This is an optimization exercise on Yosys and OpenROAD, whose aim is small area, a short achievable clock period and few clock cycles per item, not a production implementation. No functional check of the RTL was part of any run shown here. Power figures rest on the tool's default switching activity, not on a simulated workload.

### flow/run.sh
#!/bin/bash
# synth_recipe.tcl (not shown) runs the flow's synth.tcl, then flattens the netlist and writes it again
# the make line also repeats each setting of config.mk as NAME=value (left out here)
make -C /OpenROAD-flow-scripts/flow DESIGN_CONFIG=/design/flow/config.mk WORK_HOME=/design/flow/orfs CLKGATE_MAP_FILE= SYNTH_SCRIPT=/design/flow/synth_recipe.tcl finish
### flow/config.mk
export PLATFORM = sky130hd
export DESIGN_NAME = xq_pinctl
export DESIGN_NICKNAME = xq_pinctl
export VERILOG_FILES = /design/flow/design.v
export SDC_FILE = /design/flow/constraint.sdc
export NUM_CORES = 4
export LEC_CHECK = 0
export CAP_MARGIN = 20
export CORE_MARGIN = 2
export CORE_UTILIZATION = 40
export SETUP_SLACK_MARGIN = 5
export SLEW_MARGIN = 20
### flow/constraint.sdc
create_clock -name core_clock -period 10.0 [get_ports {clk}]
set_input_delay 2.0000 -clock core_clock [delete_from_list [all_inputs] [get_ports {clk}]]
set_output_delay 2.0000 -clock core_clock [all_outputs]
set_load 0.01 [all_outputs]
### flow/design.v
module xq_pinctl (
    input  wire        clk,
    input  wire        rst,            
    input  wire        req_valid,
    output wire        req_ready,
    input  wire [31:0] req_desc,
    input  wire [2:0]  req_dev,
    input  wire [31:0] req_data,
    output reg         resp_valid,
    output reg  [1:0]  resp_status,
    output reg  [31:0] resp_rdata,
    output reg         ledb_valid,
    output reg         ledb_level,
    output reg         ledg_valid,
    output reg         ledg_level,
    output wire [15:0] gpioa_wire,
    output wire [15:0] gpiob_wire,
    output wire        btn_wire
);
    localparam [1:0] ST_DONE    = 2'd0;
    localparam [1:0] ST_FAULT   = 2'd1;
    localparam [1:0] ST_REFUSED = 2'd2;
    localparam [2:0] DEV_GPIOA = 3'd0;
    localparam [2:0] DEV_GPIOB = 3'd1;
    localparam [2:0] DEV_RCC   = 3'd2;
    localparam [2:0] DEV_BTN   = 3'd3;
    localparam [2:0] DEV_LEDB  = 3'd4;
    localparam [2:0] DEV_LEDG  = 3'd5;
    localparam [1:0] CL_GPIO = 2'd0;
    localparam [1:0] CL_CSR  = 2'd1;
    localparam [1:0] CL_BTN  = 2'd2;
    localparam [1:0] CL_LED  = 2'd3;
    localparam [3:0] K_READ    = 4'h0;
    localparam [3:0] K_WRITE   = 4'h1;
    localparam [3:0] K_RESET   = 4'h2;
    localparam [3:0] K_PIN_IN  = 4'h3;
    localparam [3:0] K_CONNECT = 4'h4;
    localparam [3:0] K_BYTE_IN = 4'h5;
    localparam [3:0] R_MODE   = 4'd0;
    localparam [3:0] R_OTYPE  = 4'd1;
    localparam [3:0] R_OSPEED = 4'd2;
    localparam [3:0] R_PUPD   = 4'd3;
    localparam [3:0] R_IDR    = 4'd4;
    localparam [3:0] R_ODR    = 4'd5;
    localparam [3:0] R_BSRR   = 4'd6;
    localparam [3:0] R_LCK    = 4'd7;
    localparam [3:0] R_AFRL   = 4'd8;
    localparam [3:0] R_AFRH   = 4'd9;
    localparam [31:0] A_MODE_RST   = 32'hA800_0000;
    localparam [31:0] A_PUPD_RST   = 32'h6400_0000;
    localparam [31:0] A_OSPEED_RST = 32'h0C00_0000;
    localparam [31:0] B_MODE_RST   = 32'h0000_0280;
    localparam [31:0] B_PUPD_RST   = 32'h0000_0100;
    localparam [31:0] B_OSPEED_RST = 32'h0000_00C0;
    localparam [1:0] SRC_NONE = 2'd0;
    localparam [1:0] SRC_A    = 2'd1;
    localparam [1:0] SRC_B    = 2'd2;
    localparam [1:0] SRC_BTN  = 2'd3;
    localparam [5:0] SINK_LEDB = 6'h20;
    localparam [5:0] SINK_LEDG = 6'h30;
    localparam [1:0] M_NORMAL = 2'd0;
    localparam [1:0] M_WALK   = 2'd1;
    localparam [1:0] M_EMIT   = 2'd2;
    function [31:0] rcc_reset_value;
        input [3:0] n;
        begin
            case (n)
                4'd0:    rcc_reset_value = 32'h0000_0300;
                4'd1:    rcc_reset_value = 32'h0000_B000;
                4'd7:    rcc_reset_value = 32'h0000_8000;
                4'd10:   rcc_reset_value = 32'h0101_903F;
                4'd11:   rcc_reset_value = 32'h0000_5A1D;
                4'd12:   rcc_reset_value = 32'hB0E6_4A37;
                4'd13:   rcc_reset_value = 32'h0C00_0000;
                default: rcc_reset_value = 32'h0000_0000;
            endcase
        end
    endfunction
    reg [31:0] g_mode   [0:1];
    reg [31:0] g_otype  [0:1];
    reg [31:0] g_ospeed [0:1];
    reg [31:0] g_pupd   [0:1];
    reg [15:0] g_idr    [0:1];
    reg [31:0] g_odr    [0:1];
    reg [15:0] g_sh     [0:1];    
    reg [31:0] g_lck    [0:1];
    reg [31:0] g_afrl   [0:1];
    reg [31:0] g_afrh   [0:1];
    reg [31:0] rcc [0:13];
    reg [15:0] wa_level, wb_level;
    reg        wbtn_level;
    reg [15:0] wa_ex, wb_ex_r;
    wire [15:0] wb_ex = {wb_ex_r[15:8], 2'b11, wb_ex_r[5:0]};
    reg [1:0] t_src  [3:15];
    reg [3:0] t_pin  [3:15];
    reg [5:0] t_sink [3:15];
    reg [4:0] sub_count;
    assign gpioa_wire = wa_level;
    assign gpiob_wire = wb_level;
    assign btn_wire   = wbtn_level;
    reg        r_v;
    reg [31:0] r_desc;
    reg [2:0]  r_dev;
    reg [31:0] r_data;
    reg [1:0]  mode;
    wire       busy = (mode != M_NORMAL);
    wire       go   = r_v & ~busy;
    assign req_ready = ~r_v | ~busy;
    always @(posedge clk) begin
        if (rst)
            r_v <= 1'b0;
        else if (req_ready)
            r_v <= req_valid;
        if (req_ready) begin
            r_desc <= req_desc;
            r_dev  <= req_dev;
            r_data <= req_data;
        end
    end
    wire [3:0]  d_k  = r_desc[31:28];
    wire [1:0]  d_wc = r_desc[27:26];
    wire [1:0]  d_c  = r_desc[25:24];
    wire [7:0]  d_z  = r_desc[23:16];
    wire [15:0] d_a  = r_desc[15:0];
    reg [1:0] dev_class;
    reg       dev_ok;
    always @(*) begin
        dev_ok = 1'b1;
        case (r_dev)
            DEV_GPIOA, DEV_GPIOB: dev_class = CL_GPIO;
            DEV_RCC:              dev_class = CL_CSR;
            DEV_BTN:              dev_class = CL_BTN;
            DEV_LEDB, DEV_LEDG:   dev_class = CL_LED;
            default: begin
                dev_class = CL_GPIO;
                dev_ok    = 1'b0;
            end
        endcase
    end
    wire       is_bus  = (d_k == K_READ) || (d_k == K_WRITE);
    wire       gsel    = r_dev[0];
    wire [3:0] reg_idx = d_a[5:2];
    wire gpio_off_ok = (d_a[15:6] == 10'd0) && (d_a[1:0] == 2'b00) && (d_a[5:2] <= 4'd9);
    wire rcc_off_ok  = (d_a[15:6] == 10'd0) && (d_a[1:0] == 2'b00) && (d_a[5:2] <= 4'd13);
    reg [31:0] wmask;
    always @(*) begin
        case (d_wc)
            2'b00:   wmask = 32'h0000_00FF;
            2'b01:   wmask = 32'h0000_FFFF;
            default: wmask = 32'hFFFF_FFFF;
        endcase
    end
    wire [31:0] eff = r_data & wmask;
    wire [2:0]  c_sink_dev = r_data[18:16];
    wire [15:0] c_sink_pin = r_data[15:0];
    reg         c_sink_ok;
    reg  [5:0]  c_sink;
    always @(*) begin
        case (c_sink_dev)
            DEV_GPIOA: begin c_sink_ok = (c_sink_pin <= 16'd15); c_sink = {2'd0, c_sink_pin[3:0]}; end
            DEV_GPIOB: begin c_sink_ok = (c_sink_pin <= 16'd15); c_sink = {2'd1, c_sink_pin[3:0]}; end
            DEV_LEDB:  begin c_sink_ok = (c_sink_pin == 16'd0);  c_sink = SINK_LEDB; end
            DEV_LEDG:  begin c_sink_ok = (c_sink_pin == 16'd0);  c_sink = SINK_LEDG; end
            default:   begin c_sink_ok = 1'b0; c_sink = 6'd0; end
        endcase
    end
    reg [1:0] outcome;
    always @(*) begin
        if (d_k[3] || (d_z != 8'd0) || !dev_ok || (dev_class != d_c))
            outcome = ST_REFUSED;
        else if (is_bus) begin
            if (d_c == CL_BTN || d_c == CL_LED)
                outcome = ST_FAULT;
            else if (d_wc == 2'b11)
                outcome = ST_FAULT;
            else if (d_c == CL_GPIO && gpio_off_ok)
                outcome = ST_DONE;
            else if (d_c == CL_CSR && rcc_off_ok)
                outcome = ST_DONE;
            else
                outcome = ST_FAULT;
        end else if (d_wc != 2'b00)
            outcome = ST_REFUSED;
        else begin
            case (d_k)
                K_RESET:   outcome = (d_a == 16'd0) ? ST_DONE : ST_REFUSED;
                K_PIN_IN:  outcome = ((d_c == CL_GPIO && d_a <= 16'd15) ||
                                      (d_c == CL_LED  && d_a == 16'd0)) ? ST_DONE : ST_REFUSED;
                K_CONNECT: outcome = (((d_c == CL_GPIO && d_a <= 16'd63) ||
                                       (d_c == CL_BTN  && d_a == 16'd0)) &&
                                      c_sink_ok && !sub_count[4]) ? ST_DONE : ST_REFUSED;
                K_BYTE_IN: outcome = (d_c == CL_BTN && d_a == 16'd0) ? ST_DONE : ST_REFUSED;
                default:   outcome = ST_REFUSED;
            endcase
        end
    end
    wire x      = go && (outcome == ST_DONE);
    wire x_rd   = x && (d_k == K_READ);
    wire x_wr   = x && (d_k == K_WRITE);
    wire x_rst  = x && (d_k == K_RESET);
    wire x_pin  = x && (d_k == K_PIN_IN);
    wire x_con  = x && (d_k == K_CONNECT);
    wire x_byte = x && (d_k == K_BYTE_IN);
    wire x_odr  = x_wr && (d_c == CL_GPIO) && ((reg_idx == R_ODR) || (reg_idx == R_BSRR));
    wire [31:0] odr_cur = g_odr[gsel];
    wire [31:0] odr_new = (reg_idx == R_BSRR) ?
                          {odr_cur[31:16], (odr_cur[15:0] | eff[15:0]) & ~eff[31:16]} : eff;
    reg [15:0] out_en;
    integer i;
    always @(*) begin
        for (i = 0; i < 16; i = i + 1)
            out_en[i] = (g_mode[gsel][2*i +: 2] != 2'b00);
    end
    reg  [1:0]  s2_src;
    reg  [15:0] s2_f1, s2_f0;
    wire [15:0] s2_tog  = s2_f1 | s2_f0;
    wire [15:0] wl_cur  = gsel ? (wb_level ^ ((s2_src == SRC_B) ? s2_tog : 16'd0))
                               : (wa_level ^ ((s2_src == SRC_A) ? s2_tog : 16'd0));
    wire [15:0] ex_cur  = gsel ? wb_ex : wa_ex;
    wire [15:0] fire    = (g_sh[gsel] ^ odr_new[15:0]) & out_en & ex_cur & (wl_cur ^ odr_new[15:0]);
    wire btn_b   = (r_data[7:0] != 8'd0);
    wire btn_cur = wbtn_level ^ ((s2_src == SRC_BTN) & s2_tog[0]);
    wire btn_f   = btn_b ^ btn_cur;
    integer g, n;
    reg rst_g [0:1];
    always @(*) begin
        for (g = 0; g < 2; g = g + 1)
            rst_g[g] = rst || (x_rst && (d_c == CL_GPIO) && (gsel == g[0]));
    end
    wire rst_rcc  = rst || (x_rst && (d_c == CL_CSR));
    wire wr_gpio  = x_wr && (d_c == CL_GPIO);
    wire wr_rcc   = x_wr && (d_c == CL_CSR);
    always @(posedge clk) begin
        for (g = 0; g < 2; g = g + 1) begin
            if (rst_g[g] || (wr_gpio && gsel == g[0] && reg_idx == R_MODE))
                g_mode[g] <= rst_g[g] ? (g[0] ? B_MODE_RST : A_MODE_RST) : eff;
            if (rst_g[g] || (wr_gpio && gsel == g[0] && reg_idx == R_PUPD))
                g_pupd[g] <= rst_g[g] ? (g[0] ? B_PUPD_RST : A_PUPD_RST) : eff;
            if (rst_g[g] || (wr_gpio && gsel == g[0] && reg_idx == R_OSPEED))
                g_ospeed[g] <= rst_g[g] ? (g[0] ? B_OSPEED_RST : A_OSPEED_RST) : eff;
            if (rst_g[g] || (wr_gpio && gsel == g[0] && reg_idx == R_OTYPE))
                g_otype[g] <= rst_g[g] ? 32'd0 : eff;
            if (rst_g[g] || (wr_gpio && gsel == g[0] && reg_idx == R_LCK))
                g_lck[g] <= rst_g[g] ? 32'd0 : eff;
            if (rst_g[g] || (wr_gpio && gsel == g[0] && reg_idx == R_AFRL))
                g_afrl[g] <= rst_g[g] ? 32'd0 : eff;
            if (rst_g[g] || (wr_gpio && gsel == g[0] && reg_idx == R_AFRH))
                g_afrh[g] <= rst_g[g] ? 32'd0 : eff;
            if (rst_g[g] || (wr_gpio && gsel == g[0] && (reg_idx == R_ODR || reg_idx == R_BSRR))) begin
                g_odr[g] <= rst_g[g] ? 32'd0 : odr_new;
                g_sh[g]  <= rst_g[g] ? 16'd0 : odr_new[15:0];
            end
        end
        for (n = 0; n < 14; n = n + 1)
            if (rst_rcc || (wr_rcc && reg_idx == n[3:0]))
                rcc[n] <= rst_rcc ? rcc_reset_value(n[3:0]) : eff;
    end
    always @(posedge clk) begin
        if (rst) begin
            wa_ex     <= 16'd0;
            wb_ex_r   <= 16'd0;
            sub_count <= 5'd3;
        end else if (x_con) begin
            sub_count <= sub_count + 5'd1;
            if (d_c == CL_GPIO && d_a[5:4] == 2'b00) begin
                if (gsel) wb_ex_r[d_a[3:0]] <= 1'b1;
                else      wa_ex[d_a[3:0]]   <= 1'b1;
            end
        end
        for (n = 3; n < 16; n = n + 1)
            if (x_con && sub_count[3:0] == n[3:0]) begin
                t_sink[n] <= c_sink;
                if (d_c == CL_BTN) begin
                    t_src[n] <= SRC_BTN;
                    t_pin[n] <= 4'd0;
                end else begin
                    t_src[n] <= (d_a[5:4] != 2'b00) ? SRC_NONE : (gsel ? SRC_B : SRC_A);
                    t_pin[n] <= d_a[3:0];
                end
            end
    end
    reg       s2_v;
    reg [1:0] s2_stat;
    reg       s2_rd, s2_rrcc, s2_rg;
    reg [3:0] s2_ridx;
    reg [1:0] s2_rwc;
    reg       s2_pv, s2_plvl;
    reg [5:0] s2_psink;
    reg [1:0] s2_ridr;
    always @(posedge clk) begin
        if (rst) begin
            s2_v    <= 1'b0;
            s2_src  <= SRC_NONE;
            s2_pv   <= 1'b0;
            s2_ridr <= 2'b00;
            s2_rd   <= 1'b0;
        end else if (!busy) begin
            s2_v    <= go;
            s2_src  <= x_odr ? (gsel ? SRC_B : SRC_A) : (x_byte ? SRC_BTN : SRC_NONE);
            s2_pv   <= x_pin;
            s2_ridr <= {x_rst && d_c == CL_GPIO && gsel, x_rst && d_c == CL_GPIO && !gsel};
            s2_rd   <= x_rd;
        end
        if (!busy) begin
            s2_stat  <= outcome;
            s2_rrcc  <= (d_c == CL_CSR);
            s2_rg    <= gsel;
            s2_ridx  <= reg_idx;
            s2_rwc   <= d_wc;
            s2_f1    <= ({16{x_odr}} & fire & odr_new[15:0])  | {15'd0, x_byte & btn_f & btn_b};
            s2_f0    <= ({16{x_odr}} & fire & ~odr_new[15:0]) | {15'd0, x_byte & btn_f & ~btn_b};
            s2_plvl  <= (r_data != 32'd0);
            s2_psink <= (d_c == CL_GPIO) ? {1'b0, gsel, d_a[3:0]} : (r_dev[0] ? SINK_LEDG : SINK_LEDB);
        end
    end
    reg [1:0]  w_src;
    reg [15:0] w_f1, w_f0;
    reg [4:0]  w_cnt;
    reg [31:0] w_cs;          
    reg        w_walk;
    reg [15:0] e_b, e_g;      
    reg        e_blvl, e_glvl;
    wire normal = (mode == M_NORMAL);
    wire walk   = (mode == M_WALK);
    wire [15:0] w_rem = w_f1 | w_f0;
    wire [15:0] w_low = w_rem & (~w_rem + 16'd1);
    wire [1:0]  d_src = walk ? w_src : s2_src;
    wire [15:0] d_f1  = walk ? (w_f1 & w_low) : (normal ? s2_f1 : 16'd0);
    wire [15:0] d_f0  = walk ? (w_f0 & w_low) : (normal ? s2_f0 : 16'd0);
    wire [4:0]  d_cnt = walk ? w_cnt : sub_count;
    wire        d_pv  = normal & s2_pv;
    wire        d_srcok = (d_src != SRC_NONE);
    reg [1:0]  e_src  [0:15];
    reg [3:0]  e_pin  [0:15];
    reg [5:0]  e_sink [0:15];
    reg [15:0] h1, h0;
    reg [15:0] xa1, xa0, xb1, xb0;
    reg [15:0] mb1, mb0, mg1, mg0;
    reg [15:0] sk_oh [0:15];    
    integer ea;
    always @(*) begin
        e_src[0] = SRC_BTN; e_pin[0] = 4'd0; e_sink[0] = {2'd0, 4'd1};
        e_src[1] = SRC_B;   e_pin[1] = 4'd6; e_sink[1] = SINK_LEDB;
        e_src[2] = SRC_B;   e_pin[2] = 4'd7; e_sink[2] = SINK_LEDG;
        for (ea = 3; ea < 16; ea = ea + 1) begin
            e_src[ea]  = t_src[ea];
            e_pin[ea]  = t_pin[ea];
            e_sink[ea] = t_sink[ea];
        end
        for (ea = 0; ea < 16; ea = ea + 1) begin
            h1[ea]    = d_srcok && (e_src[ea] == d_src) && (ea < d_cnt) && d_f1[e_pin[ea]];
            h0[ea]    = d_srcok && (e_src[ea] == d_src) && (ea < d_cnt) && d_f0[e_pin[ea]];
            sk_oh[ea] = 16'd1 << e_sink[ea][3:0];
            xa1[ea]   = h1[ea] && (e_sink[ea][5:4] == 2'd0);
            xa0[ea]   = h0[ea] && (e_sink[ea][5:4] == 2'd0);
            xb1[ea]   = h1[ea] && (e_sink[ea][5:4] == 2'd1);
            xb0[ea]   = h0[ea] && (e_sink[ea][5:4] == 2'd1);
            mb1[ea]   = h1[ea] && (e_sink[ea][5:4] == 2'd2);
            mb0[ea]   = h0[ea] && (e_sink[ea][5:4] == 2'd2);
            mg1[ea]   = h1[ea] && (e_sink[ea][5:4] == 2'd3);
            mg0[ea]   = h0[ea] && (e_sink[ea][5:4] == 2'd3);
        end
        mb1[0] = d_pv && s2_plvl  && (s2_psink == SINK_LEDB);
        mb0[0] = d_pv && !s2_plvl && (s2_psink == SINK_LEDB);
        mg1[0] = d_pv && s2_plvl  && (s2_psink == SINK_LEDG);
        mg0[0] = d_pv && !s2_plvl && (s2_psink == SINK_LEDG);
    end
    wire [15:0] p_oh = 16'd1 << s2_psink[3:0];
    wire        p_a  = d_pv && (s2_psink[5:4] == 2'd0);
    wire        p_b  = d_pv && (s2_psink[5:4] == 2'd1);
    reg [31:0] v1, v0;
    integer qa, eb2;
    always @(*) begin
        for (qa = 0; qa < 16; qa = qa + 1) begin
            v1[qa]      = p_a && s2_plvl  && p_oh[qa];
            v0[qa]      = p_a && !s2_plvl && p_oh[qa];
            v1[16 + qa] = p_b && s2_plvl  && p_oh[qa];
            v0[16 + qa] = p_b && !s2_plvl && p_oh[qa];
            for (eb2 = 0; eb2 < 16; eb2 = eb2 + 1) begin
                v1[qa]      = v1[qa]      | (xa1[eb2] & sk_oh[eb2][qa]);
                v0[qa]      = v0[qa]      | (xa0[eb2] & sk_oh[eb2][qa]);
                v1[16 + qa] = v1[16 + qa] | (xb1[eb2] & sk_oh[eb2][qa]);
                v0[16 + qa] = v0[16 + qa] | (xb0[eb2] & sk_oh[eb2][qa]);
            end
        end
    end
    reg [31:0] gate;
    always @(*) begin
        for (i = 0; i < 16; i = i + 1) begin
            gate[i]      = (g_mode[0][2*i +: 2] == 2'b00) && (g_pupd[0][2*i +: 2] != 2'b00);
            gate[16 + i] = (g_mode[1][2*i +: 2] == 2'b00) && (g_pupd[1][2*i +: 2] != 2'b00);
        end
    end
    wire [15:0] mb = mb1 | mb0;
    wire [15:0] mg = mg1 | mg0;
    wire [15:0] rb = mb & (mb - 16'd1);
    wire [15:0] rg = mg & (mg - 16'd1);
    wire        conflict = normal && (((v1 & v0 & gate) != 32'd0) ||
                                      ((mb1 != 16'd0) && (mb0 != 16'd0)) ||
                                      ((mg1 != 16'd0) && (mg0 != 16'd0)));
    wire [31:0] idr_en = walk ? (w_cs & (v1 | v0)) : ((v1 ^ v0) & gate);
    wire [15:0] eb_nx = e_b & (e_b - 16'd1);
    wire [15:0] eg_nx = e_g & (e_g - 16'd1);
    reg [31:0] rd_val;
    always @(*) begin
        rd_val = 32'd0;
        if (s2_rrcc) begin
            rd_val = rcc[s2_ridx];
        end else begin
            case (s2_ridx)
                R_MODE:   rd_val = g_mode[s2_rg];
                R_OTYPE:  rd_val = g_otype[s2_rg];
                R_OSPEED: rd_val = g_ospeed[s2_rg];
                R_PUPD:   rd_val = g_pupd[s2_rg];
                R_IDR:    rd_val = {16'd0, g_idr[s2_rg]};
                R_ODR:    rd_val = g_odr[s2_rg];
                R_LCK:    rd_val = g_lck[s2_rg];
                R_AFRL:   rd_val = g_afrl[s2_rg];
                R_AFRH:   rd_val = g_afrh[s2_rg];
                default:  rd_val = 32'd0;
            endcase
        end
    end
    reg [31:0] rmask;
    always @(*) begin
        case (s2_rwc)
            2'b00:   rmask = 32'h0000_00FF;
            2'b01:   rmask = 32'h0000_FFFF;
            default: rmask = 32'hFFFF_FFFF;
        endcase
    end
    always @(posedge clk) begin
        for (g = 0; g < 2; g = g + 1) begin
            if (rst || (normal && s2_ridr[g]))
                g_idr[g] <= 16'd0;
            else
                for (i = 0; i < 16; i = i + 1)
                    if (idr_en[16*g + i])
                        g_idr[g][i] <= v1[16*g + i];
        end
        if (rst) begin
            wa_level   <= 16'd0;
            wb_level   <= 16'd0;
            wbtn_level <= 1'b0;
        end else if (normal) begin
            if (s2_src == SRC_A)   wa_level   <= wa_level ^ s2_tog;
            if (s2_src == SRC_B)   wb_level   <= wb_level ^ s2_tog;
            if (s2_src == SRC_BTN) wbtn_level <= wbtn_level ^ s2_tog[0];
        end
    end
    always @(posedge clk) begin
        resp_valid  <= 1'b0;
        ledb_valid  <= 1'b0;
        ledg_valid  <= 1'b0;
        resp_status <= normal ? s2_stat : ST_DONE;
        resp_rdata  <= (normal && s2_rd) ? (rd_val & rmask) : 32'd0;
        if (rst) begin
            mode <= M_NORMAL;
        end else begin
            case (mode)
            M_NORMAL: begin
                w_src  <= s2_src;
                w_f1   <= s2_f1;
                w_f0   <= s2_f0;
                w_cnt  <= sub_count;
                w_cs   <= v1 & v0 & gate;
                w_walk <= 1'b1;
                if (conflict)
                    mode <= M_WALK;
                else begin
                    ledb_valid <= (mb != 16'd0);
                    ledb_level <= (mb1 != 16'd0);
                    ledg_valid <= (mg != 16'd0);
                    ledg_level <= (mg1 != 16'd0);
                    e_b    <= rb;
                    e_g    <= rg;
                    e_blvl <= (mb1 != 16'd0);
                    e_glvl <= (mg1 != 16'd0);
                    w_walk <= 1'b0;
                    if ((rb != 16'd0) || (rg != 16'd0))
                        mode <= M_EMIT;
                    else
                        resp_valid <= s2_v;
                end
            end
            M_WALK: begin
                w_f1 <= w_f1 & ~w_low;
                w_f0 <= w_f0 & ~w_low;
                ledb_valid <= (mb != 16'd0);
                ledb_level <= (mb1 != 16'd0);
                ledg_valid <= (mg != 16'd0);
                ledg_level <= (mg1 != 16'd0);
                e_b    <= rb;
                e_g    <= rg;
                e_blvl <= (mb1 != 16'd0);
                e_glvl <= (mg1 != 16'd0);
                if ((rb != 16'd0) || (rg != 16'd0))
                    mode <= M_EMIT;
                else if ((w_rem & ~w_low) == 16'd0) begin
                    mode       <= M_NORMAL;
                    resp_valid <= 1'b1;
                end
            end
            default: begin   
                ledb_valid <= (e_b != 16'd0);
                ledb_level <= e_blvl;
                ledg_valid <= (e_g != 16'd0);
                ledg_level <= e_glvl;
                e_b <= eb_nx;
                e_g <= eg_nx;
                if ((eb_nx == 16'd0) && (eg_nx == 16'd0)) begin
                    if (w_walk && (w_rem != 16'd0))
                        mode <= M_WALK;
                    else begin
                        mode       <= M_NORMAL;
                        resp_valid <= 1'b1;
                    end
                end
            end
            endcase
        end
    end
endmodule
==> results.sh, run 1 <==
export IMPL_ys_warnings_count=20
export IMPL_design_area_sq_um=91500
export IMPL_route_detailed_drc=0
export IMPL_finClkSkew_ps=72.2
export IMPL_htreeDepth=4
export IMPL_synth_seq_area_share_pct=57.6
export IMPL_wl_mm=354
export IMPL_drt_iter0_drc=10230
export IMPL_period_needed_ps=6970
export IMPL_num_rows=158
export IMPL_synth_nets=6983
export IMPL_clock_path_buffers=3
export IMPL_synth_cell_types=108
export IMPL_drv_cap=0
export IMPL_outcome="complete, no violations"
export IMPL_drt_pass1_iter_count=9
export IMPL_p_leak_uw=0.0317
export IMPL_fin_crit_sh_pct=69.7
export IMPL_antenna_left=0
export IMPL_final_layout_size_suffix_gt1_share_pct=19.0
export IMPL_nets=7441
export IMPL_critPathBufInv=7
export IMPL_place_congestion=1.08
export IMPL_fin_ws_ps=3030
export IMPL_clkTransAtPathRegs_ps=60
export IMPL_required_ps=10730
export IMPL_synth_ff_type="edfxtp_1"
export IMPL_async_reset_ff_share_pct=0
export IMPL_dieArea_sq_um=191000
export IMPL_setup_tns_ps=0
export IMPL_num_io_pins=143
export IMPL_relSlewSlack_pct=10.5
export IMPL_dieHeight_um=436
export IMPL_peakVddDrop_mv=0.187
export IMPL_clkSinkCount=1483
export IMPL_vias_per_cell=6.77
export IMPL_cts_made_buffers=159
export IMPL_core_area_sq_um=186000
export IMPL_setup_viol=0
export IMPL_syn_area_sq_um=74800
export IMPL_hp_class="flop to flop"
export IMPL_syn_inst=6839
export IMPL_synth_area_top_cells="edfxtp_1 (54%), dfxtp_1 (3.9%), nor2_1 (3.5%)"
export IMPL_avgSynthCellArea_sq_um=10.9
export IMPL_grt_total_usage_pct=35.9
export IMPL_synth_top_area_cell="edfxtp_1"
export IMPL_tightest_slew_ps=1330
export IMPL_grt_max_degree=152
export IMPL_preCtsSetupSlack_ps=1400
export IMPL_vias=67179
export IMPL_worstSetupStartpointType="flop"
export IMPL_hold_buffers=0
export IMPL_fmax_mhz=143
export IMPL_path_class="flop to flop"
export IMPL_antenna_found_initial=15
export IMPL_endpoint_kind="flop"
export IMPL_hpwl_mm=238
export IMPL_clockRootBuffer="clkbuf_16"
export IMPL_cp_max_fo=8
export IMPL_finish_utilization_pct=49.3
export IMPL_grt_pass1_wl_mm=489
export IMPL_placedInstanceArea_sq_um=80000
export IMPL_synth_top_area_share_pct=53.6
export IMPL_final_common_cell="edfxtp_1"
export IMPL_port_buffer_count=142
export IMPL_grt_pass1_vias=63116
export IMPL_clock_latency_ps=850
export IMPL_drv_slew=0
export IMPL_layout_common_cells="edfxtp_1 (1336), nor2_1 (664), nand2_1 (518), buf_4 (477), o22ai_1 (298)"
export IMPL_total_power_uw=13900
export IMPL_slowest_stage="or4_1"
export IMPL_wl_per_cell_um=35.7
export IMPL_max_stage_delay_ps=580
export IMPL_synth_seq_cells=1483
export IMPL_grt_ovfl_total=0
export IMPL_cts_tree="yes"
export IMPL_critPathArrivalTime_ps=7700
export IMPL_rsz0062_at_grt="true"
export IMPL_crit_family="simple AND/OR/NAND/NOR gates"
export IMPL_die_width_um=436
export IMPL_path_common_cell="buf_4"
export IMPL_p_per_area_nw_per_um2=152
export IMPL_start_util_pct=40.3
export IMPL_area_growth_syn_to_layout_pct=22.3
export IMPL_synth_edf_count=1336
export IMPL_hold_violations=0
per-stage QoR:
stage                     instances  hold WS (ps)
after floorplan                6839           406
after global placement         9210           445
after detailed placement       9214           445
after CTS                      9845           458
after global routing           9913           495
final                          9921           454
kinds of logic (layout without fill, tap and decap cells):
family | Yosys count | in the layout | synth area share (%)
and+or+nand+nor | 2560 | 2565 | 17.0
AOI/OAI and AO/OA | 1885 | 1887 | 17.6
DFF | 1483 | 1483 | 57.6
buffers and inverters | 576 | 1160 | 2.99
muxes | 239 | 239 | 3.36
adders and majority gates | 80 | 80 | 1.32
xor gates and xnor gates | 16 | 16 | 0.187
other | 0 | 11 | 0
registers in the layout (all words and copies together) (netlist names), 26 cells and up:
register	count
g_afrh	64
g_afrl	64
g_idr	32
g_lck	64
g_mode	64
g_odr	34
g_ospeed	64
g_otype	64
g_pupd	64
g_sh	30
r_data	32
r_desc	32
rcc	448
resp_rdata	32
t_pin	52
t_sink	78
t_src	26
w_cs	32
synthesized netlist by cell type (all sizes together), types with 74 or more instances:
cell	n
and2	141
nand4	82
o22ai	310
buf	88
clkbuf	364
edfxtp	1336
a211oi	115
nor2b	130
a221oi	102
a31oi	79
nor4	83
ha	74
nor2	696
nor3	202
a21oi	257
o21ai	302
mux2i	215
inv	120
nand2	548
nand2b	105
a22oi	200
dfxtp	147
nand3	235
o211ai	83
power by group:
| part | internal (uW) | switching (uW) |
|---|---|---|
| Sequential | 7020 | 122 |
| Combinational | 213 | 593 |
| Clock | 3360 | 2620 |
| Total | 10600 | 3340 |
metal layers:
metal  GRT usage [%]  vias up  routed length, um
li1                -    27677                  -
met1            45.7    33462             132000
met2            54.3     4830             155000
met3            9.30     1204              40100
met4            22.9        6              27800
met5               0        -                 34
layout make-up:
cell class | count | area [sq um]
Fill cell | 16517 | 94200
Sequential cell | 1483 | 43100
Multi-Input combinational cell | 4787 | 32500
Timing Repair Buffer | 742 | 6970
Clock buffer | 207 | 4330
Tap cell | 2480 | 3100
Clock inverter | 87 | 951
Inverter | 124 | 492
Antenna cell | 11 | 27.5
worst reg2reg max path: cells and delay by family (launching register included):
kind / cells / cell delay [ps]
AOI/OAI and AO/OA: 11 / 2070
DFF: 1 / 440
buffers and inverters: 7 / 1230
and+or+nand+nor: 10 / 2930
adders and majority gates: 1 / 200
worst paths after layout:
path	cells past startpoint	startpoint	end	slack, ps
max	29	w_f0[1]$_DFFE_PP_	resp_valid$_SDFF_PP0_	3030
min	1	s2_stat[0]$_DFFE_PP_	resp_status[0]$_SDFF_PN0_	450
max reg2reg	29	w_f0[1]$_DFFE_PP_	resp_valid$_SDFF_PP0_	3030
min reg2reg	1	s2_stat[0]$_DFFE_PP_	resp_status[0]$_SDFF_PN0_	450
what timing repair did:
item	4_1_cts	5_1_grt
gates cloned	16	4
setup endpoints to repair	1967	1285
resized for setup	436	136
pin swaps	133	71
buffers inserted	321	59
==> run 2: changes to the inputs <==
--- a/flow/design.v
+++ b/flow/design.v
@@ -62,4 +62,24 @@
     localparam [1:0] M_WALK   = 2'd1;
     localparam [1:0] M_EMIT   = 2'd2;
+    function [15:0] above_low;
+        input [15:0] m;
+        reg   [15:0] p;
+        integer k;
+        begin
+            p[0] = 1'b0;
+            for (k = 1; k < 16; k = k + 1)
+                p[k] = p[k-1] | m[k-1];
+            above_low = m & p;
+        end
+    endfunction
+    function [3:0] low_index;
+        input [15:0] m;
+        integer k;
+        begin
+            low_index = 4'd0;
+            for (k = 15; k >= 0; k = k - 1)
+                if (m[k]) low_index = k[3:0];
+        end
+    endfunction
     function [31:0] rcc_reset_value;
         input [3:0] n;
@@ -106,10 +126,16 @@
     wire       busy = (mode != M_NORMAL);
     wire       go   = r_v & ~busy;
-    assign req_ready = ~r_v | ~busy;
+    reg  ready_q;         
+    reg  [1:0] mode_nx;
+    assign req_ready = ready_q;
     always @(posedge clk) begin
-        if (rst)
-            r_v <= 1'b0;
-        else if (req_ready)
-            r_v <= req_valid;
+        if (rst) begin
+            r_v     <= 1'b0;
+            ready_q <= 1'b1;
+        end else begin
+            if (req_ready)
+                r_v <= req_valid;
+            ready_q <= ~(req_ready ? req_valid : r_v) | (mode_nx == M_NORMAL);
+        end
         if (req_ready) begin
             r_desc <= req_desc;
@@ -213,6 +239,6 @@
     end
     reg  [1:0]  s2_src;
-    reg  [15:0] s2_f1, s2_f0;
-    wire [15:0] s2_tog  = s2_f1 | s2_f0;
+    reg  [15:0] s2_tog;       
+    reg  [15:0] s2_h1, s2_h0;  
     wire [15:0] wl_cur  = gsel ? (wb_level ^ ((s2_src == SRC_B) ? s2_tog : 16'd0))
                                : (wa_level ^ ((s2_src == SRC_A) ? s2_tog : 16'd0));
@@ -222,4 +248,29 @@
     wire btn_cur = wbtn_level ^ ((s2_src == SRC_BTN) & s2_tog[0]);
     wire btn_f   = btn_b ^ btn_cur;
+    reg [1:0]  e_src  [0:15];
+    reg [3:0]  e_pin  [0:15];
+    reg [5:0]  e_sink [0:15];
+    integer ea;
+    always @(*) begin
+        e_src[0] = SRC_BTN; e_pin[0] = 4'd0; e_sink[0] = {2'd0, 4'd1};
+        e_src[1] = SRC_B;   e_pin[1] = 4'd6; e_sink[1] = SINK_LEDB;
+        e_src[2] = SRC_B;   e_pin[2] = 4'd7; e_sink[2] = SINK_LEDG;
+        for (ea = 3; ea < 16; ea = ea + 1) begin
+            e_src[ea]  = t_src[ea];
+            e_pin[ea]  = t_pin[ea];
+            e_sink[ea] = t_sink[ea];
+        end
+    end
+    wire [15:0] xf1  = ({16{x_odr}} & fire & odr_new[15:0])  | {15'd0, x_byte & btn_f & btn_b};
+    wire [15:0] xf0  = ({16{x_odr}} & fire & ~odr_new[15:0]) | {15'd0, x_byte & btn_f & ~btn_b};
+    wire [1:0]  xsrc = (d_k == K_BYTE_IN) ? SRC_BTN : (gsel ? SRC_B : SRC_A);
+    reg  [15:0] xh1, xh0;
+    integer eh;
+    always @(*) begin
+        for (eh = 0; eh < 16; eh = eh + 1) begin
+            xh1[eh] = (e_src[eh] == xsrc) && (eh < sub_count) && xf1[e_pin[eh]];
+            xh0[eh] = (e_src[eh] == xsrc) && (eh < sub_count) && xf0[e_pin[eh]];
+        end
+    end
     integer g, n;
     reg rst_g [0:1];
@@ -292,4 +343,5 @@
             s2_v    <= 1'b0;
             s2_src  <= SRC_NONE;
+            s2_tog  <= 16'd0;
             s2_pv   <= 1'b0;
             s2_ridr <= 2'b00;
@@ -298,4 +350,5 @@
             s2_v    <= go;
             s2_src  <= x_odr ? (gsel ? SRC_B : SRC_A) : (x_byte ? SRC_BTN : SRC_NONE);
+            s2_tog  <= xf1 | xf0;
             s2_pv   <= x_pin;
             s2_ridr <= {x_rst && d_c == CL_GPIO && gsel, x_rst && d_c == CL_GPIO && !gsel};
@@ -308,13 +361,13 @@
             s2_ridx  <= reg_idx;
             s2_rwc   <= d_wc;
-            s2_f1    <= ({16{x_odr}} & fire & odr_new[15:0])  | {15'd0, x_byte & btn_f & btn_b};
-            s2_f0    <= ({16{x_odr}} & fire & ~odr_new[15:0]) | {15'd0, x_byte & btn_f & ~btn_b};
+            s2_h1    <= xh1;
+            s2_h0    <= xh0;
             s2_plvl  <= (r_data != 32'd0);
             s2_psink <= (d_c == CL_GPIO) ? {1'b0, gsel, d_a[3:0]} : (r_dev[0] ? SINK_LEDG : SINK_LEDB);
         end
     end
-    reg [1:0]  w_src;
-    reg [15:0] w_f1, w_f0;
-    reg [4:0]  w_cnt;
+    reg [15:0] w_h1, w_h0;    
+    reg [15:0] w_pins;        
+    reg [3:0]  w_cur;         
     reg [31:0] w_cs;          
     reg        w_walk;
@@ -323,32 +376,19 @@
     wire normal = (mode == M_NORMAL);
     wire walk   = (mode == M_WALK);
-    wire [15:0] w_rem = w_f1 | w_f0;
-    wire [15:0] w_low = w_rem & (~w_rem + 16'd1);
-    wire [1:0]  d_src = walk ? w_src : s2_src;
-    wire [15:0] d_f1  = walk ? (w_f1 & w_low) : (normal ? s2_f1 : 16'd0);
-    wire [15:0] d_f0  = walk ? (w_f0 & w_low) : (normal ? s2_f0 : 16'd0);
-    wire [4:0]  d_cnt = walk ? w_cnt : sub_count;
-    wire        d_pv  = normal & s2_pv;
-    wire        d_srcok = (d_src != SRC_NONE);
-    reg [1:0]  e_src  [0:15];
-    reg [3:0]  e_pin  [0:15];
-    reg [5:0]  e_sink [0:15];
-    reg [15:0] h1, h0;
+    wire [15:0] w_pins_nx = w_pins & ~(16'd1 << w_cur);
+    reg  [15:0] w_sel;
+    integer ew;
+    always @(*) begin
+        for (ew = 0; ew < 16; ew = ew + 1)
+            w_sel[ew] = (e_pin[ew] == w_cur);
+    end
+    wire [15:0] h1   = ({16{normal}} & s2_h1) | ({16{walk}} & w_h1 & w_sel);
+    wire [15:0] h0   = ({16{normal}} & s2_h0) | ({16{walk}} & w_h0 & w_sel);
+    wire        d_pv = normal & s2_pv;
     reg [15:0] xa1, xa0, xb1, xb0;
     reg [15:0] mb1, mb0, mg1, mg0;
     reg [15:0] sk_oh [0:15];    
-    integer ea;
     always @(*) begin
-        e_src[0] = SRC_BTN; e_pin[0] = 4'd0; e_sink[0] = {2'd0, 4'd1};
-        e_src[1] = SRC_B;   e_pin[1] = 4'd6; e_sink[1] = SINK_LEDB;
-        e_src[2] = SRC_B;   e_pin[2] = 4'd7; e_sink[2] = SINK_LEDG;
-        for (ea = 3; ea < 16; ea = ea + 1) begin
-            e_src[ea]  = t_src[ea];
-            e_pin[ea]  = t_pin[ea];
-            e_sink[ea] = t_sink[ea];
-        end
         for (ea = 0; ea < 16; ea = ea + 1) begin
-            h1[ea]    = d_srcok && (e_src[ea] == d_src) && (ea < d_cnt) && d_f1[e_pin[ea]];
-            h0[ea]    = d_srcok && (e_src[ea] == d_src) && (ea < d_cnt) && d_f0[e_pin[ea]];
             sk_oh[ea] = 16'd1 << e_sink[ea][3:0];
             xa1[ea]   = h1[ea] && (e_sink[ea][5:4] == 2'd0);
@@ -394,12 +434,12 @@
     wire [15:0] mb = mb1 | mb0;
     wire [15:0] mg = mg1 | mg0;
-    wire [15:0] rb = mb & (mb - 16'd1);
-    wire [15:0] rg = mg & (mg - 16'd1);
+    wire [15:0] rb = above_low(mb);
+    wire [15:0] rg = above_low(mg);
     wire        conflict = normal && (((v1 & v0 & gate) != 32'd0) ||
                                       ((mb1 != 16'd0) && (mb0 != 16'd0)) ||
                                       ((mg1 != 16'd0) && (mg0 != 16'd0)));
     wire [31:0] idr_en = walk ? (w_cs & (v1 | v0)) : ((v1 ^ v0) & gate);
-    wire [15:0] eb_nx = e_b & (e_b - 16'd1);
-    wire [15:0] eg_nx = e_g & (e_g - 16'd1);
+    wire [15:0] eb_nx = above_low(e_b);
+    wire [15:0] eg_nx = above_low(e_g);
     reg [31:0] rd_val;
     always @(*) begin
@@ -449,75 +489,68 @@
         end
     end
+    wire any_b  = (mb != 16'd0);
+    wire any_g  = (mg != 16'd0);
+    wire more   = (rb != 16'd0) || (rg != 16'd0);    
+    wire w_last = (w_pins_nx == 16'd0);
+    wire e_last = (eb_nx == 16'd0) && (eg_nx == 16'd0);
+    always @(*) begin
+        case (mode)
+            M_NORMAL: mode_nx = conflict ? M_WALK : (more ? M_EMIT : M_NORMAL);
+            M_WALK:   mode_nx = more ? M_EMIT : (w_last ? M_NORMAL : M_WALK);
+            default:  mode_nx = !e_last ? M_EMIT : ((w_walk && (w_pins != 16'd0)) ? M_WALK : M_NORMAL);
+        endcase
+    end
     always @(posedge clk) begin
-        resp_valid  <= 1'b0;
-        ledb_valid  <= 1'b0;
-        ledg_valid  <= 1'b0;
         resp_status <= normal ? s2_stat : ST_DONE;
         resp_rdata  <= (normal && s2_rd) ? (rd_val & rmask) : 32'd0;
         if (rst) begin
-            mode <= M_NORMAL;
+            mode       <= M_NORMAL;
+            resp_valid <= 1'b0;
+            ledb_valid <= 1'b0;
+            ledg_valid <= 1'b0;
         end else begin
+            mode <= mode_nx;
             case (mode)
             M_NORMAL: begin
-                w_src  <= s2_src;
-                w_f1   <= s2_f1;
-                w_f0   <= s2_f0;
-                w_cnt  <= sub_count;
-                w_cs   <= v1 & v0 & gate;
-                w_walk <= 1'b1;
-                if (conflict)
-                    mode <= M_WALK;
-                else begin
-                    ledb_valid <= (mb != 16'd0);
-                    ledb_level <= (mb1 != 16'd0);
-                    ledg_valid <= (mg != 16'd0);
-                    ledg_level <= (mg1 != 16'd0);
-                    e_b    <= rb;
-                    e_g    <= rg;
-                    e_blvl <= (mb1 != 16'd0);
-                    e_glvl <= (mg1 != 16'd0);
-                    w_walk <= 1'b0;
-                    if ((rb != 16'd0) || (rg != 16'd0))
-                        mode <= M_EMIT;
-                    else
-                        resp_valid <= s2_v;
-                end
+                resp_valid <= s2_v && !conflict && !more;
+                ledb_valid <= !conflict && any_b;
+                ledg_valid <= !conflict && any_g;
             end
             M_WALK: begin
-                w_f1 <= w_f1 & ~w_low;
-                w_f0 <= w_f0 & ~w_low;
-                ledb_valid <= (mb != 16'd0);
-                ledb_level <= (mb1 != 16'd0);
-                ledg_valid <= (mg != 16'd0);
-                ledg_level <= (mg1 != 16'd0);
-                e_b    <= rb;
-                e_g    <= rg;
-                e_blvl <= (mb1 != 16'd0);
-                e_glvl <= (mg1 != 16'd0);
-                if ((rb != 16'd0) || (rg != 16'd0))
-                    mode <= M_EMIT;
-                else if ((w_rem & ~w_low) == 16'd0) begin
-                    mode       <= M_NORMAL;
-                    resp_valid <= 1'b1;
-                end
+                resp_valid <= !more && w_last;
+                ledb_valid <= any_b;
+                ledg_valid <= any_g;
             end
-            default: begin   
+            default: begin
+                resp_valid <= e_last && !(w_walk && (w_pins != 16'd0));
                 ledb_valid <= (e_b != 16'd0);
-                ledb_level <= e_blvl;
                 ledg_valid <= (e_g != 16'd0);
-                ledg_level <= e_glvl;
-                e_b <= eb_nx;
-                e_g <= eg_nx;
-                if ((eb_nx == 16'd0) && (eg_nx == 16'd0)) begin
-                    if (w_walk && (w_rem != 16'd0))
-                        mode <= M_WALK;
-                    else begin
-                        mode       <= M_NORMAL;
-                        resp_valid <= 1'b1;
-                    end
-                end
             end
             endcase
         end
+        if (normal) begin
+            w_h1   <= s2_h1;
+            w_h0   <= s2_h0;
+            w_pins <= s2_tog;
+            w_cur  <= low_index(s2_tog);
+            w_cs   <= v1 & v0 & gate;
+            w_walk <= conflict;
+        end else if (walk) begin
+            w_pins <= w_pins_nx;
+            w_cur  <= low_index(w_pins_nx);
+        end
+        if (normal || walk) begin
+            ledb_level <= (mb1 != 16'd0);
+            ledg_level <= (mg1 != 16'd0);
+            e_b    <= rb;
+            e_g    <= rg;
+            e_blvl <= (mb1 != 16'd0);
+            e_glvl <= (mg1 != 16'd0);
+        end else begin
+            ledb_level <= e_blvl;
+            ledg_level <= e_glvl;
+            e_b <= eb_nx;
+            e_g <= eg_nx;
+        end
     end
 endmodule
==> results.sh, run 2 <==
export IMPL_finish_utilization_pct=47.4
export IMPL_htreeDepth=4
export IMPL_period_needed_ps=5240
export IMPL_p_leak_uw=0.0303
export IMPL_critPathBufInv=5
export IMPL_antenna_left=0
export IMPL_synth_seq_area_share_pct=58.0
export IMPL_synth_common_cells="edfxtp_1 (1318), nor2_1 (697), nand2_1 (522)"
export IMPL_worstSetupStartpointType="flop"
export IMPL_num_io_pins=143
export IMPL_clkTransAtPathRegs_ps=60
export IMPL_hpwl_mm=228
export IMPL_r2r_cells=22
export IMPL_antenna_found_initial=13
export IMPL_use_met2_pct=53.5
export IMPL_critPathArrivalTime_ps=5990
export IMPL_largest_register="rcc"
export IMPL_setup_viol=0
export IMPL_largest_register_ffs=448
export IMPL_max_stage_delay_ps=660
export IMPL_ys_warnings_count=20
export IMPL_drt_iter0_drc=9822
export IMPL_wl_mm=334
export IMPL_start_util_pct=40.3
export IMPL_core_area_sq_um=186000
export IMPL_wl_per_cell_um=35.2
export IMPL_grt_total_usage_pct=33.8
export IMPL_place_congestion=1.02
export IMPL_cts_made_buffers=163
export IMPL_grtUsageMet1_pct=44.3
export IMPL_vias=63520
export IMPL_dieHeight_um=437
export IMPL_clkSinkCount=1511
export IMPL_synth_area_top_cells="edfxtp_1 (53%), dfxtp_1 (5.2%), nor2_1 (3.5%)"
export IMPL_p_per_area_nw_per_um2=229
export IMPL_peakVddDrop_mv=0.187
export IMPL_syn_inst=6688
export IMPL_fmax_mhz=191
export IMPL_synth_top_area_cell="edfxtp_1"
export IMPL_grt_ovfl_total=0
export IMPL_drv_slew=0
export IMPL_rsz0062_at_grt="true"
export IMPL_endpoint_kind="flop"
export IMPL_crit_cells=22
export IMPL_outcome="complete, no violations"
export IMPL_cts_tree="yes"
export IMPL_die_width_um=437
export IMPL_tightest_slew_ps=1230
export IMPL_hold_violations=0
export IMPL_drv_cap=0
export IMPL_cp_max_fo=10
export IMPL_setup_tns_ps=0
export IMPL_hold_depth=1
export IMPL_synth_nets=6832
export IMPL_layout_common_cells="edfxtp_1 (1318), nor2_1 (672), nand2_1 (496), o22ai_1 (361), nand3_1 (293)"
export IMPL_placed_cells=9044
export IMPL_grt_util_met3_pct=6.97
export IMPL_dieArea_sq_um=191000
export IMPL_final_common_cell="edfxtp_1"
export IMPL_reg_largest_list="rcc (448), t_sink (78)"
export IMPL_drt_pass1_iter_count=8
export IMPL_grt_pass1_wl_mm=461
export IMPL_vias_per_cell=6.70
export IMPL_clock_path_buffers=3
export IMPL_synth_most_common_cell="edfxtp_1"
export IMPL_path_class="flop to flop"
export IMPL_num_rows=158
export IMPL_synth_top_area_share_pct=52.8
export IMPL_synth_cell_types=98
export IMPL_relSlewSlack_pct=17.1
export IMPL_synth_ff_type="edfxtp_1"
export IMPL_clockRootBuffer="clkbuf_16"
export IMPL_route_detailed_drc=0
export IMPL_n_fill_cell=16784
export IMPL_top_usage_layer="met2"
export IMPL_avgSynthCellArea_sq_um=11.2
export IMPL_grt_max_degree=78
export IMPL_async_reset_ff_share_pct=0
export IMPL_required_ps=10750
export IMPL_final_layout_size_suffix_gt1_share_pct=14.9
export IMPL_port_buffer_count=142
export IMPL_clock_latency_ps=830
export IMPL_area_growth_syn_to_layout_pct=17.5
export IMPL_stdcell_count=9487
export IMPL_syn_area_sq_um=74900
export IMPL_nets=7011
export IMPL_total_power_uw=20200
export IMPL_grt_pass1_vias=59328
export IMPL_synth_edf_count=1318
export IMPL_synth_seq_cells=1511
export IMPL_fin_crit_sh_pct=52.4
export IMPL_crit_family="simple AND/OR/NAND/NOR gates"
export IMPL_finClkSkew_ps=67.4
export IMPL_slowest_stage="a2111oi_1"
export IMPL_hp_class="flop to flop"
export IMPL_path_cells="buf_6, buf_12, xor2_2, nor4_2, buf_4, nand3_1, a21boi_2, nand2b_1, buf_8, o22ai_1, a2111oi_1, nand3_1, ha_2, and2_4, or4_4, nor4_4, nand2_2, a221oi_4, buf_4, nor2_4, a31o_4, a21oi_2"
-- run 2: changes by cell type after synthesis, sizes merged, moves of 27 or more --
cell    previous run  this run
nor3b             55        28
nand4             82        41
o22ai            310       365
o21ai            302       250
a21oi            257       165
dfxtp            147       193
mux4               7        53
a22oi            200       161
or3               73        44
o211ai            83        47
nand3            235       307
xor2               5        62
-- run 2: stage by stage --
step / worst slack, ps / instance area, sq um / hold WS [ps]
after detailed placement: 2920 / 79700 / 444
final: 4760 / 88100 / 458
after CTS: 4820 / 87500 / 461
after global placement: 3010 / 79600 / 440
after floorplan: 5080 / 75000 / 420
after global routing: 4680 / 88100 / 482
-- run 2: layer usage --
layer  wire [um]  part of all wire, %
met1      127000                   38
met2      152000                   45
met3       36300                   11
met4       19000                  5.7
met5         135                0.040
-- run 2: timing repair --
action / CTS / global route
setup endpoints to repair: 1652 / 961
hold buffers: 0 / 0
setup buffers: 105 / 24
pin swaps: 73 / 60
cloned: 6 / 2
resized for setup: 336 / 77
-- run 2: area by class of cell --
class,count,area (sq um),share of cell area (%)
antenna,4,10.0,0.0114
clock buffer,217,4470,5.07
clock inverter,84,769,0.874
inverter,125,480,0.545
multi-input combinational,4603,31500,35.8
sequential,1511,43500,49.3
tap,2480,3100,3.52
timing repair buffer,463,4270,4.84
-- run 2: final timing paths --
path | from | end | slack, ps
setup reg to reg | w_cur[0]$_DFFE_PN_ | ledg_valid$_SDFF_PP0_ | 4760
hold reg to reg | s2_stat[1]$_DFFE_PN_ | resp_status[1]$_SDFF_PP0_ | 460
hold / removal | s2_stat[1]$_DFFE_PN_ | resp_status[1]$_SDFF_PP0_ | 460
setup / recovery | w_cur[0]$_DFFE_PN_ | ledg_valid$_SDFF_PP0_ | 4760
-- run 2: logic make-up after synthesis --
group	after synthesis	share of synthesized area, %
compound gates	1627	15.1
xor+xnor	92	1.08
fa+ha+maj	83	1.36
buf+inv	577	3.03
flops	1511	58.0
mux	334	5.42
simple gates	2464	16.0
-- run 2: power breakdown --
group / internal, uW / total, uW / switching [uW]
combinational: 1650 / 5530 / 3880
sequential: 7960 / 8610 / 648
clock: 3370 / 6020 / 2650
-- run 2: worst reg2reg max path: cells and delay by family, from the launching register on --
kind / cells / cell delay, ps
and+or+nand+nor: 9 / 1870
DFF: 1 / 400
buffers and inverters: 5 / 820
xor gates and xnor gates: 1 / 160
AOI/OAI and AO/OA: 6 / 1600
adders and majority gates: 1 / 300

## re-timing with driven ports
No port has a modelled driver above. Below, the same layouts with a new extraction and two added sets of constraints.
Step 1 sets driving cells, clkbuf_16 on the clock port and buf_2 on the other inputs (assumed; they add their load-dependent delay and slew).
Step 2 adds t to the input delays and takes it off the output delays; t is the mean of the earliest and latest rising clock arrival at the registers after step 1. Input paths then give back, and output paths get back, about the clock's delay inside the block.
a / b / c = ideal / step 1 / step 2; a / b = the first two.
| run | t (ns) | setup WS [ns] | slew at the worst register clock pin (ns) | worst data-port slew with drivers (ns) |
|---|---|---|---|---|
| run 1 | 0.902 | 3.029 / 3.029 / 3.029 | 0.06 / 0.06 | 0.10 |
| run 2 | 0.890 | 4.756 / 4.756 / 4.756 | 0.08 / 0.08 | 0.11 |
After both steps every run listed still meets setup and hold.
